Context: an optimization exercise on an open-source flow, tuned for small area and few clock cycles. The choices shown serve that exercise and are no tape-out recipe. At most, simulation tests tie the RTL to the original design; equivalence was not proved. Power figures rest on the tool's default switching activity, not on a simulated workload. No driver is modelled on the clock port, so clocking that relies on it looks cheaper here than on a real chip.

==> inputs of violet <==
==> flow/design.v <==
module framer #(
    parameter CAPACITY = 64
) (
    input  wire       clk,
    input  wire       rst,
    input  wire       rx_valid,
    input  wire [7:0] rx_data,
    output wire       rx_ready,
    output wire       tx_valid,
    output wire [7:0] tx_data,
    input  wire       tx_ready,
    output wire       proc_valid,
    output wire [5:0] proc_len,
    input  wire [5:0] proc_addr,
    input  wire       proc_we,
    input  wire [7:0] proc_wdata,
    output wire [7:0] proc_rdata,
    input  wire       proc_done,
    input  wire [5:0] proc_rlen
);
    localparam HEAD = 5;
    localparam TAIL = 1;
    localparam MAXP = CAPACITY - HEAD - TAIL;
    localparam [7:0] START_SENTINEL     = 8'h1B;
    localparam [7:0] TOKEN_SENTINEL     = 8'h0E;
    localparam [7:0] ANSWER_CKSUM_ERROR = 8'hB0;
    localparam [7:0] STATUS_CKSUM_ERROR = 8'hC1;
    localparam [2:0] P_START   = 3'd0,
                     P_SEQ     = 3'd1,
                     P_LEN_MSB = 3'd2,
                     P_LEN_LSB = 3'd3,
                     P_TOKEN   = 3'd4,
                     P_DATA    = 3'd5,
                     P_CKSUM   = 3'd6;
    localparam [1:0] T_IDLE = 2'd0,
                     T_HDR  = 2'd1,
                     T_PAY  = 2'd2,
                     T_CK   = 2'd3;
    reg [7:0] buffer [0:MAXP-1];
    reg [2:0] st;
    reg [7:0] ck;
    reg [7:0] seq;
    reg       len_hz;        
    reg [5:0] len;
    reg [5:0] cnt;
    reg       calling;       
    reg [1:0] ts;
    reg [5:0] tidx;          
    reg [5:0] rlen;
    reg       terr;          
    reg [7:0] tck;
    wire tx_fire  = (ts != T_IDLE) && tx_ready;
    wire tx_free  = (ts == T_IDLE) || ((ts == T_CK) && tx_ready);
    wire seq_free = !(ts == T_HDR) || (tidx[2:1] != 2'b00) ||
                    (tidx[0] && tx_ready);
    wire slot_free = (ts == T_IDLE) || (ts == T_CK) || terr ||
                     ((ts == T_PAY) && ((tidx > cnt) || ((tidx == cnt) && tx_ready)));
    assign proc_valid = calling && tx_free;
    assign proc_len   = len;
    wire [7:0] ck_next = ck ^ rx_data;
    wire       is_start = (rx_data == START_SENTINEL);
    reg rx_ok;
    always @(*) begin
        case (st)
            P_SEQ:   rx_ok = seq_free;
            P_DATA:  rx_ok = slot_free;
            P_CKSUM: rx_ok = tx_free || (ck_next == 8'h00);
            default: rx_ok = 1'b1;
        endcase
    end
    assign rx_ready = calling ? ((st == P_START) && !is_start) : rx_ok;
    wire rx_fire = rx_valid && rx_ready;
    wire call_end = proc_valid && proc_done;
    wire       tx_reads = (ts == T_PAY) && !terr;
    wire [5:0] rd_addr  = tx_reads ? tidx : proc_addr;
    wire [7:0] rd_byte = buffer[rd_addr];
    assign proc_rdata = rd_byte;
    wire       wr_en   = calling ? (proc_valid && proc_we) : (rx_fire && (st == P_DATA));
    wire [5:0] wr_addr = calling ? proc_addr : cnt;
    wire [7:0] wr_data = calling ? proc_wdata : rx_data;
    always @(posedge clk) begin
        if (wr_en && (wr_addr < MAXP))
            buffer[wr_addr] <= wr_data;
    end
    reg [7:0] tbyte;
    always @(*) begin
        case (ts)
            T_HDR: case (tidx[2:0])
                3'd0:    tbyte = START_SENTINEL;
                3'd1:    tbyte = seq;
                3'd2:    tbyte = 8'h00;
                3'd3:    tbyte = {2'b00, rlen};
                default: tbyte = TOKEN_SENTINEL;
            endcase
            T_PAY:   tbyte = terr ? (tidx[0] ? STATUS_CKSUM_ERROR : ANSWER_CKSUM_ERROR)
                                  : rd_byte;
            default: tbyte = tck;
        endcase
    end
    assign tx_valid = (ts != T_IDLE);
    assign tx_data  = tbyte;
    wire ld_ok  = call_end && (proc_rlen != 6'd0);
    wire ld_err = rx_fire && !calling && (st == P_CKSUM) && (ck_next != 8'h00);
    always @(posedge clk) begin
        if (rst) begin
            ts <= T_IDLE;
        end else if (ld_ok || ld_err) begin
            ts   <= T_HDR;
            tidx <= 6'd0;
            tck  <= 8'h00;
            terr <= ld_err;
            rlen <= ld_err ? 6'd2 : proc_rlen;
        end else if (tx_fire) begin
            tck  <= tck ^ tbyte;
            tidx <= tidx + 1'b1;
            case (ts)
                T_HDR: if (tidx[2]) begin
                    tidx <= 6'd0;
                    ts   <= T_PAY;
                end
                T_PAY: if (tidx + 1'b1 == rlen)
                    ts <= T_CK;
                default: ts <= T_IDLE;
            endcase
        end
    end
    always @(posedge clk) begin
        if (rst) begin
            st      <= P_START;
            calling <= 1'b0;
        end else begin
            if (call_end)
                calling <= 1'b0;
            if (rx_fire) begin
                case (st)
                    P_START: if (is_start) begin
                        ck <= rx_data;
                        st <= P_SEQ;
                    end
                    P_SEQ: begin
                        ck  <= ck_next;
                        seq <= rx_data;
                        st  <= P_LEN_MSB;
                    end
                    P_LEN_MSB: begin
                        ck     <= ck_next;
                        len_hz <= (rx_data == 8'h00);
                        st     <= P_LEN_LSB;
                    end
                    P_LEN_LSB: begin
                        ck  <= ck_next;
                        len <= rx_data[5:0];
                        cnt <= 6'd0;
                        st  <= (len_hz && (rx_data != 8'h00) && (rx_data <= MAXP))
                               ? P_TOKEN : P_START;
                    end
                    P_TOKEN: begin
                        ck <= ck_next;
                        st <= (rx_data == TOKEN_SENTINEL) ? P_DATA : P_START;
                    end
                    P_DATA: begin
                        ck  <= ck_next;
                        cnt <= cnt + 1'b1;
                        if (cnt + 1'b1 == len)
                            st <= P_CKSUM;
                    end
                    P_CKSUM: begin
                        st <= P_START;
                        if (ck_next == 8'h00)
                            calling <= 1'b1;
                    end
                    default: st <= P_START;
                endcase
            end
        end
    end
endmodule
==> flow/run.sh <==
#!/bin/bash
# synth_recipe.tcl (not shown) runs the flow's synth.tcl, then flattens the netlist and writes it again
# the make line also repeats each setting of config.mk as NAME=value (left out here)
make -C /OpenROAD-flow-scripts/flow DESIGN_CONFIG=/design/flow/config.mk WORK_HOME=/design/flow/orfs CLKGATE_MAP_FILE= SYNTH_SCRIPT=/design/flow/synth_recipe.tcl finish
==> flow/config.mk <==
export PLATFORM = sky130hd
export DESIGN_NAME = framer
export DESIGN_NICKNAME = framer
export VERILOG_FILES = /design/flow/design.v
export SDC_FILE = /design/flow/constraint.sdc
export NUM_CORES = 4
export LEC_CHECK = 0
export CAP_MARGIN = 20
export CORE_MARGIN = 2
export CORE_UTILIZATION = 60
export CTS_BUF_LIST = sky130_fd_sc_hd__clkbuf_4 sky130_fd_sc_hd__clkbuf_8
export CTS_CLUSTER_SIZE = 30
export PLACE_DENSITY = 0.7
export SLEW_MARGIN = 20
==> flow/constraint.sdc <==
create_clock -name core_clock -period 5.5 [get_ports {clk}]
set_input_delay 1.1000 -clock core_clock [delete_from_list [all_inputs] [get_ports {clk}]]
set_output_delay 1.1000 -clock core_clock [all_outputs]
set_load 0.01 [all_outputs]
==> harbor: changes against violet <==
==> flow/design.v, changed modules only <==
module framer #(
    parameter CAPACITY = 64
) (
    input  wire       clk,
    input  wire       rst,
    input  wire       rx_valid,
    input  wire [7:0] rx_data,
    output wire       rx_ready,
    output wire       tx_valid,
    output wire [7:0] tx_data,
    input  wire       tx_ready,
    output wire       proc_valid,
    output wire [5:0] proc_len,
    input  wire [5:0] proc_addr,
    input  wire       proc_we,
    input  wire [7:0] proc_wdata,
    output wire [7:0] proc_rdata,
    input  wire       proc_done,
    input  wire [5:0] proc_rlen
);
    localparam HEAD = 5;
    localparam TAIL = 1;
    localparam MAXP = CAPACITY - HEAD - TAIL;
    localparam [7:0] START_SENTINEL     = 8'h1B;
    localparam [7:0] TOKEN_SENTINEL     = 8'h0E;
    localparam [7:0] ANSWER_CKSUM_ERROR = 8'hB0;
    localparam [7:0] STATUS_CKSUM_ERROR = 8'hC1;
    localparam [2:0] P_START   = 3'd0,
                     P_SEQ     = 3'd1,
                     P_LEN_MSB = 3'd2,
                     P_LEN_LSB = 3'd3,
                     P_TOKEN   = 3'd4,
                     P_DATA    = 3'd5,
                     P_CKSUM   = 3'd6;
    localparam [1:0] T_IDLE = 2'd0,
                     T_HDR  = 2'd1,
                     T_PAY  = 2'd2,
                     T_CK   = 2'd3;
    reg [7:0] buffer [0:MAXP-1];
    reg [2:0] st;
    reg [7:0] ck;
    reg [7:0] seq;
    reg       len_hz;        
    reg [5:0] len;
    reg [5:0] cnt;
    reg       calling;       
    reg [1:0] ts;
    reg [5:0] tidx;          
    reg [7:0] tq;            
    reg [5:0] rlen;
    reg       terr;          
    reg [7:0] tck;
    wire tx_fire  = (ts != T_IDLE) && tx_ready;
    wire tx_free  = (ts == T_IDLE) || ((ts == T_CK) && tx_ready);
    wire seq_free  = !((ts == T_HDR) && (tidx[2:0] == 3'd4) && !tx_ready);
    wire slot_free = (ts == T_IDLE) || (ts == T_CK) || terr ||
                     ((ts == T_PAY) && (tidx > cnt));
    assign proc_valid = calling && tx_free;
    assign proc_len   = len;
    wire [7:0] ck_next = ck ^ rx_data;
    wire       is_start = (rx_data == START_SENTINEL);
    reg rx_ok;
    always @(*) begin
        case (st)
            P_SEQ:   rx_ok = seq_free;
            P_DATA:  rx_ok = slot_free;
            P_CKSUM: rx_ok = tx_free || (ck_next == 8'h00);
            default: rx_ok = 1'b1;
        endcase
    end
    assign rx_ready = calling ? ((st == P_START) && !is_start) : rx_ok;
    wire rx_fire = rx_valid && rx_ready;
    wire call_end = proc_valid && proc_done;
    wire       tx_reads = ((ts == T_HDR) || (ts == T_PAY)) && !terr;
    wire [5:0] rd_addr  = tx_reads ? tidx : proc_addr;
    wire [MAXP-1:0]   rsel;
    wire [8*MAXP-1:0] rflat;
    wire [7:0]        rd_byte;
    genvar gi;
    generate
        for (gi = 0; gi < MAXP; gi = gi + 1) begin : g_rflat
            assign rflat[8*gi +: 8] = buffer[gi];
        end
    endgenerate
    framer_dec #(.N(MAXP)) u_rdec (.a(rd_addr), .sel(rsel));
    framer_rmux #(.N(MAXP)) u_rmux (.sel(rsel), .d(rflat), .q(rd_byte));
    assign proc_rdata = rd_byte;
    wire       wr_en   = calling ? (proc_valid && proc_we) : (rx_fire && (st == P_DATA));
    wire [5:0] wr_addr = calling ? proc_addr : cnt;
    wire [7:0] wr_data = calling ? proc_wdata : rx_data;
    always @(posedge clk) begin
        if (wr_en && (wr_addr < MAXP))
            buffer[wr_addr] <= wr_data;
    end
    wire       hdr_end = (tidx[2:0] == 3'd0);    
    wire       last    = (ts == T_PAY) && (tidx == rlen);
    reg  [7:0] tbyte;
    always @(*) begin
        if (last)
            tbyte = tck ^ tq;
        else if ((ts == T_PAY) || hdr_end)
            tbyte = terr ? (tidx[0] ? STATUS_CKSUM_ERROR : ANSWER_CKSUM_ERROR)
                         : rd_byte;
        else case (tidx[1:0])
            2'd0:    tbyte = seq;
            2'd1:    tbyte = 8'h00;
            2'd2:    tbyte = {2'b00, rlen};
            default: tbyte = TOKEN_SENTINEL;
        endcase
    end
    assign tx_valid = (ts != T_IDLE);
    assign tx_data  = tq;
    wire ld_ok  = call_end && (proc_rlen != 6'd0);
    wire ld_err = rx_fire && !calling && (st == P_CKSUM) && (ck_next != 8'h00);
    always @(posedge clk) begin
        if (rst) begin
            ts <= T_IDLE;
        end else if (ld_ok || ld_err) begin
            ts   <= T_HDR;
            tidx <= 6'd60;
            tq   <= START_SENTINEL;
            tck  <= 8'h00;
            terr <= ld_err;
            rlen <= ld_err ? 6'd2 : proc_rlen;
        end else if (tx_fire) begin
            tck  <= tck ^ tq;
            tq   <= tbyte;
            tidx <= tidx + 1'b1;
            case (ts)
                T_HDR: if (hdr_end)
                    ts <= T_PAY;
                T_PAY: if (last)
                    ts <= T_CK;
                default: ts <= T_IDLE;
            endcase
        end
    end
    always @(posedge clk) begin
        if (rst) begin
            st      <= P_START;
            calling <= 1'b0;
        end else begin
            if (call_end)
                calling <= 1'b0;
            if (rx_fire) begin
                case (st)
                    P_START: if (is_start) begin
                        ck <= rx_data;
                        st <= P_SEQ;
                    end
                    P_SEQ: begin
                        ck  <= ck_next;
                        seq <= rx_data;
                        st  <= P_LEN_MSB;
                    end
                    P_LEN_MSB: begin
                        ck     <= ck_next;
                        len_hz <= (rx_data == 8'h00);
                        st     <= P_LEN_LSB;
                    end
                    P_LEN_LSB: begin
                        ck  <= ck_next;
                        len <= rx_data[5:0];
                        cnt <= 6'd0;
                        st  <= (len_hz && (rx_data != 8'h00) && (rx_data <= MAXP))
                               ? P_TOKEN : P_START;
                    end
                    P_TOKEN: begin
                        ck <= ck_next;
                        st <= (rx_data == TOKEN_SENTINEL) ? P_DATA : P_START;
                    end
                    P_DATA: begin
                        ck  <= ck_next;
                        cnt <= cnt + 1'b1;
                        if (cnt + 1'b1 == len)
                            st <= P_CKSUM;
                    end
                    P_CKSUM: begin
                        st <= P_START;
                        if (ck_next == 8'h00)
                            calling <= 1'b1;
                    end
                    default: st <= P_START;
                endcase
            end
        end
    end
endmodule
module framer_dec #(
    parameter N = 58
) (
    input  wire [5:0]   a,
    output wire [N-1:0] sel
);
    genvar i;
    generate
        for (i = 0; i < N; i = i + 1) begin : g_sel
            assign sel[i] = (a == i);
        end
    endgenerate
endmodule
module framer_rmux #(
    parameter N = 58
) (
    input  wire [N-1:0]   sel,
    input  wire [8*N-1:0] d,
    output reg  [7:0]     q
);
    integer i;
    always @(*) begin
        q = 8'h00;
        for (i = 0; i < N; i = i + 1)
            q = q | (d[8*i +: 8] & {8{sel[i]}});
    end
endmodule
--- a/flow/config.mk
+++ b/flow/config.mk
@@ -9,6 +9,10 @@
 export CORE_MARGIN = 2
 export CORE_UTILIZATION = 60
-export CTS_BUF_LIST = sky130_fd_sc_hd__clkbuf_4 sky130_fd_sc_hd__clkbuf_8
-export CTS_CLUSTER_SIZE = 30
+export CTS_BUF_LIST = sky130_fd_sc_hd__clkbuf_16
+export CTS_CLUSTER_DIAMETER = 100
+export CTS_CLUSTER_SIZE = 25
+export GPL_TIMING_DRIVEN = 0
 export PLACE_DENSITY = 0.7
+export SETUP_SLACK_MARGIN = 0.1
 export SLEW_MARGIN = 20
+export SYNTH_HIERARCHICAL = 1
==> reports/metrics.yaml <==
outcome:
  status: "finished clean"
cells_and_area:
  seqCellArea_mm2: 0.01580
  multi_input_cells: 715
pwr:
  clkPwrFrac: 0.301
  ir_drop_mv: 0.2664
global_route:
  grtUsageTotal: 0.3432
  met1_usage: 0.4713
worst_setup_path:
  r2r_end: "tq[5]$_SDFFCE_PP0P_"
  cp_num_buf_inv: 5
timing:
  clock.fmax_mhz: 184.9
routing:
  drt-pass1-iter-count: 5
yosys:
  ys_warn_count: 8
clock_network:
  clkSlewWorstSetupHoldPaths_ns: 0.09
floorplanning:
  die_h_um: 193.7
  die-area_mm2: 0.03750
# the run above: harbor

==> reports/metrics.yaml <==
outcome:
  status: "finished clean"
yosys:
  ys_warn_count: 1
clock_network:
  clkSlewWorstSetupHoldPaths_ns: 0.06
floorplanning:
  die-area_mm2: 0.04050
  die_h_um: 201.2
worst_setup_path:
  cp_num_buf_inv: 6
  r2r_end: "buffer[43][4]$_DFFE_PP_"
global_route:
  met1_usage: 0.4750
pwr:
  clkPwrFrac: 0.381
cells_and_area:
  seqCellArea_mm2: 0.01556
timing:
  clock.fmax_mhz: 186.3
# the run above: violet

Testbench counts of harbor, summed over its fixed seeds: cycles 87,179.
For violet, only the layout was checked, not whether the RTL still works.

---

==> inputs of run a <==
framer, a different RTL version from the one above (not shown whole).
==> flow/config.mk <==
export PLATFORM = sky130hd
export DESIGN_NAME = framer
export DESIGN_NICKNAME = framer
export VERILOG_FILES = /design/flow/design.v
export SDC_FILE = /design/flow/constraint.sdc
export NUM_CORES = 4
export LEC_CHECK = 0
export CAP_MARGIN = 10
export CORE_MARGIN = 2
export CORE_UTILIZATION = 60
export GPL_TIMING_DRIVEN = 0
export PLACE_DENSITY = 0.7
export SETUP_SLACK_MARGIN = 0.12
export SLEW_MARGIN = 10
export SYNTH_HIERARCHICAL = 1
==> flow/constraint.sdc <==
create_clock -name core_clock -period 5.5 [get_ports {clk}]
set_input_delay 1.1000 -clock core_clock [delete_from_list [all_inputs] [get_ports {clk}]]
set_output_delay 1.1000 -clock core_clock [all_outputs]
set_load 0.01 [all_outputs]
standard.sh (not shown) runs the stock make flow with config.mk's settings and CLKGATE_MAP_FILE= SYNTH_SCRIPT=/design/flow/synth_recipe.tcl, a recipe that flattens the netlist after the stock synthesis.
==> flow/flow/run.sh <==
#!/bin/bash
# The standard layout, with plain buffers on the ports and no CTS dummy loads.
set -euo pipefail
export BUFFER_PORTS_ARGS="-buffer_cell sky130_fd_sc_hd__buf_2"
export REMOVE_ABC_BUFFERS=1
export CTS_ARGS="-sink_clustering_enable -repair_clock_nets -sink_clustering_size 30 -sink_clustering_max_diameter 100 -buf_list sky130_fd_sc_hd__clkbuf_16 -dont_use_dummy_load"
bash standard.sh > standard_flow.log 2>&1
==> run b (differences from run a) <==
--- a/flow/design.v
+++ b/flow/design.v
@@ -41,42 +41,43 @@
     reg [7:0] ck;
     reg [7:0] seq;
     reg       len_hz;        
     reg [5:0] len;
     reg [5:0] cnt;
     reg       calling;       
     reg [1:0] ts;
     reg [5:0] tidx;          
-    reg [7:0] tq;            
     reg [5:0] rlen;
     reg       terr;          
-    reg       trd;           
     reg [7:0] tck;
     wire tx_fire  = (ts != T_IDLE) && tx_ready;
     wire tx_free  = (ts == T_IDLE) || ((ts == T_CK) && tx_ready);
-    wire seq_free  = !((ts == T_HDR) && (tidx[2:0] == 3'd4) && !tx_ready);
-    wire slot_free = !trd || ((ts == T_PAY) && (tidx > cnt));
+    wire seq_free = !(ts == T_HDR) || (tidx[2:1] != 2'b00) ||
+                    (tidx[0] && tx_ready);
+    wire slot_free = (ts == T_IDLE) || (ts == T_CK) || terr ||
+                     ((ts == T_PAY) && ((tidx > cnt) || ((tidx == cnt) && tx_ready)));
     assign proc_valid = calling && tx_free;
     assign proc_len   = len;
     wire [7:0] ck_next = ck ^ rx_data;
     wire       is_start = (rx_data == START_SENTINEL);
     reg rx_ok;
     always @(*) begin
         case (st)
             P_SEQ:   rx_ok = seq_free;
             P_DATA:  rx_ok = slot_free;
             P_CKSUM: rx_ok = tx_free || (ck_next == 8'h00);
             default: rx_ok = 1'b1;
         endcase
     end
     assign rx_ready = calling ? ((st == P_START) && !is_start) : rx_ok;
     wire rx_fire = rx_valid && rx_ready;
     wire call_end = proc_valid && proc_done;
-    wire [5:0] rd_addr  = trd ? tidx : proc_addr;
+    wire       tx_reads = (ts == T_PAY) && !terr;
+    wire [5:0] rd_addr  = tx_reads ? tidx : proc_addr;
     wire [MAXP-1:0]   rsel;
     wire [8*MAXP-1:0] rflat;
     wire [7:0]        rd_byte;
     genvar gi;
     generate
         for (gi = 0; gi < MAXP; gi = gi + 1) begin : g_rflat
             assign rflat[8*gi +: 8] = buffer[gi];
         end
@@ -86,59 +87,54 @@
     assign proc_rdata = rd_byte;
     wire       wr_en   = calling ? (proc_valid && proc_we) : (rx_fire && (st == P_DATA));
     wire [5:0] wr_addr = calling ? proc_addr : cnt;
     wire [7:0] wr_data = calling ? proc_wdata : rx_data;
     always @(posedge clk) begin
         if (wr_en && (wr_addr < MAXP))
             buffer[wr_addr] <= wr_data;
     end
-    wire       hdr_end = (tidx[2:0] == 3'd0);    
-    wire       last    = (ts == T_PAY) && (tidx == rlen);
-    reg  [7:0] tbyte;
+    reg [7:0] tbyte;
     always @(*) begin
-        if (last)
-            tbyte = tck ^ tq;
-        else if ((ts == T_PAY) || hdr_end)
-            tbyte = terr ? (tidx[0] ? STATUS_CKSUM_ERROR : ANSWER_CKSUM_ERROR)
-                         : rd_byte;
-        else case (tidx[1:0])
-            2'd0:    tbyte = seq;
-            2'd1:    tbyte = 8'h00;
-            2'd2:    tbyte = {2'b00, rlen};
-            default: tbyte = TOKEN_SENTINEL;
+        case (ts)
+            T_HDR: case (tidx[2:0])
+                3'd0:    tbyte = START_SENTINEL;
+                3'd1:    tbyte = seq;
+                3'd2:    tbyte = 8'h00;
+                3'd3:    tbyte = {2'b00, rlen};
+                default: tbyte = TOKEN_SENTINEL;
+            endcase
+            T_PAY:   tbyte = terr ? (tidx[0] ? STATUS_CKSUM_ERROR : ANSWER_CKSUM_ERROR)
+                                  : rd_byte;
+            default: tbyte = tck;
         endcase
     end
     assign tx_valid = (ts != T_IDLE);
-    assign tx_data  = tq;
+    assign tx_data  = tbyte;
     wire ld_ok  = call_end && (proc_rlen != 6'd0);
     wire ld_err = rx_fire && !calling && (st == P_CKSUM) && (ck_next != 8'h00);
     always @(posedge clk) begin
         if (rst) begin
-            ts  <= T_IDLE;
-            trd <= 1'b0;
+            ts <= T_IDLE;
         end else if (ld_ok || ld_err) begin
             ts   <= T_HDR;
-            tidx <= 6'd60;
-            tq   <= START_SENTINEL;
+            tidx <= 6'd0;
             tck  <= 8'h00;
             terr <= ld_err;
-            trd  <= !ld_err;
             rlen <= ld_err ? 6'd2 : proc_rlen;
         end else if (tx_fire) begin
-            tck  <= tck ^ tq;
-            tq   <= tbyte;
+            tck  <= tck ^ tbyte;
             tidx <= tidx + 1'b1;
             case (ts)
-                T_HDR: if (hdr_end)
-                    ts <= T_PAY;
-                T_PAY: if (last) begin
-                    ts  <= T_CK;
-                    trd <= 1'b0;
+                T_HDR: if (tidx[2]) begin
+                    tidx <= 6'd0;
+                    ts   <= T_PAY;
                 end
+                T_PAY: if (tidx + 1'b1 == rlen)
+                    ts <= T_CK;
                 default: ts <= T_IDLE;
             endcase
         end
     end
     always @(posedge clk) begin
         if (rst) begin
             st      <= P_START;
             calling <= 1'b0;
==> flow/flow/run.sh (replaced) <==
#!/bin/bash
# The standard layout, with plain buffers on the ports and no CTS dummy loads.
set -euo pipefail
export BUFFER_PORTS_ARGS="-buffer_cell sky130_fd_sc_hd__buf_2"
export REMOVE_ABC_BUFFERS=1
export CTS_ARGS="-sink_clustering_enable -repair_clock_nets -sink_clustering_size 25 -sink_clustering_max_diameter 100 -buf_list sky130_fd_sc_hd__clkbuf_16 -dont_use_dummy_load"
bash standard.sh > standard_flow.log 2>&1
CAP_MARGIN = 20   (was 10)
CTS_BUF_LIST = sky130_fd_sc_hd__clkbuf_16   (was not set)
CTS_CLUSTER_DIAMETER = 100   (was not set)
CTS_CLUSTER_SIZE = 25   (was not set)
SETUP_SLACK_MARGIN = 0.1   (was 0.12)
SLEW_MARGIN = 20   (was 10)
==> run notes <==
quantity	run a	run b
Outcome	no timing/DRC/antenna violations	failed layout checks
Layout check failures	-	negative setup slack
Post-placement cell area	22320 um^2	22350 um^2
Share of total power in the clock network	26.8%	29.3%
Sum of net half-perimeters after detailed placement	40.00 mm	41.07 mm
Total clock buffers created by CTS	21	24
Hold Worst Slack	0.6095 ns	0.5799 ns
Metal-1 WL	22.07 mm	22.50 mm
Register-to-Register Path Depth	11	19
Critical Path Start	trd	ts[0]
Delay of the slowest cell on the worst path	0.89 ns	0.63 ns
P_comb	0.422 mW	0.306 mW
Total Routing Usage GR	31.55%	32.88%
Multi-input gates	695	746
Met3 wire length	7.220 mm	8.263 mm
Critical path buffer and inverter count	1	3
Detailed router's first-iteration violation count	1906	2032
Data arrival time of the critical path	4.16 ns	4.64 ns
Power per Cell Area	293.1 nW/um^2	270.3 nW/um^2
Detailed-route via count	13040	13950
Synthesized area per cell	16.04 um^2	15.53 um^2
Endpoint of the worst register-to-register path	tq[4]	tck[0]
Testbench counts of run a, summed over its fixed seeds: cycles 87,179.
No functional check of the RTL was part of run b.

[what the ideal ports hide]
Ports are ideal in the flow. The routed layouts listed here were re-timed in OpenROAD. Step 1 sets driving cells, clkbuf_16 on the clock port and buf_2 on the other inputs (assumed; they add their load-dependent delay and slew). Step 2, shift: input delay + t, output delay - t, t = (earliest + latest rising clock arrival at the registers) / 2. This alone moves slack from input paths to output paths. Three values: ideal, step 1, step 2; two values: the first two.
run | t (ns) | setup WS [ns] | worst slew at a driven data input, ns
violet | 0.697 | 0.133 / 0.072 / 0.072 | 0.08
harbor | 0.635 | 0.092 / 0.039 / 0.045 | 0.07
run a | 0.597 | 0.241 / 0.191 / 0.206 | 0.07
run b | 0.616 | -0.236 / -0.291 / -0.140 | 0.07
The setup slack of violet, which loses most, moves by -0.061 ns with the drivers and by -0.061 ns with both steps.
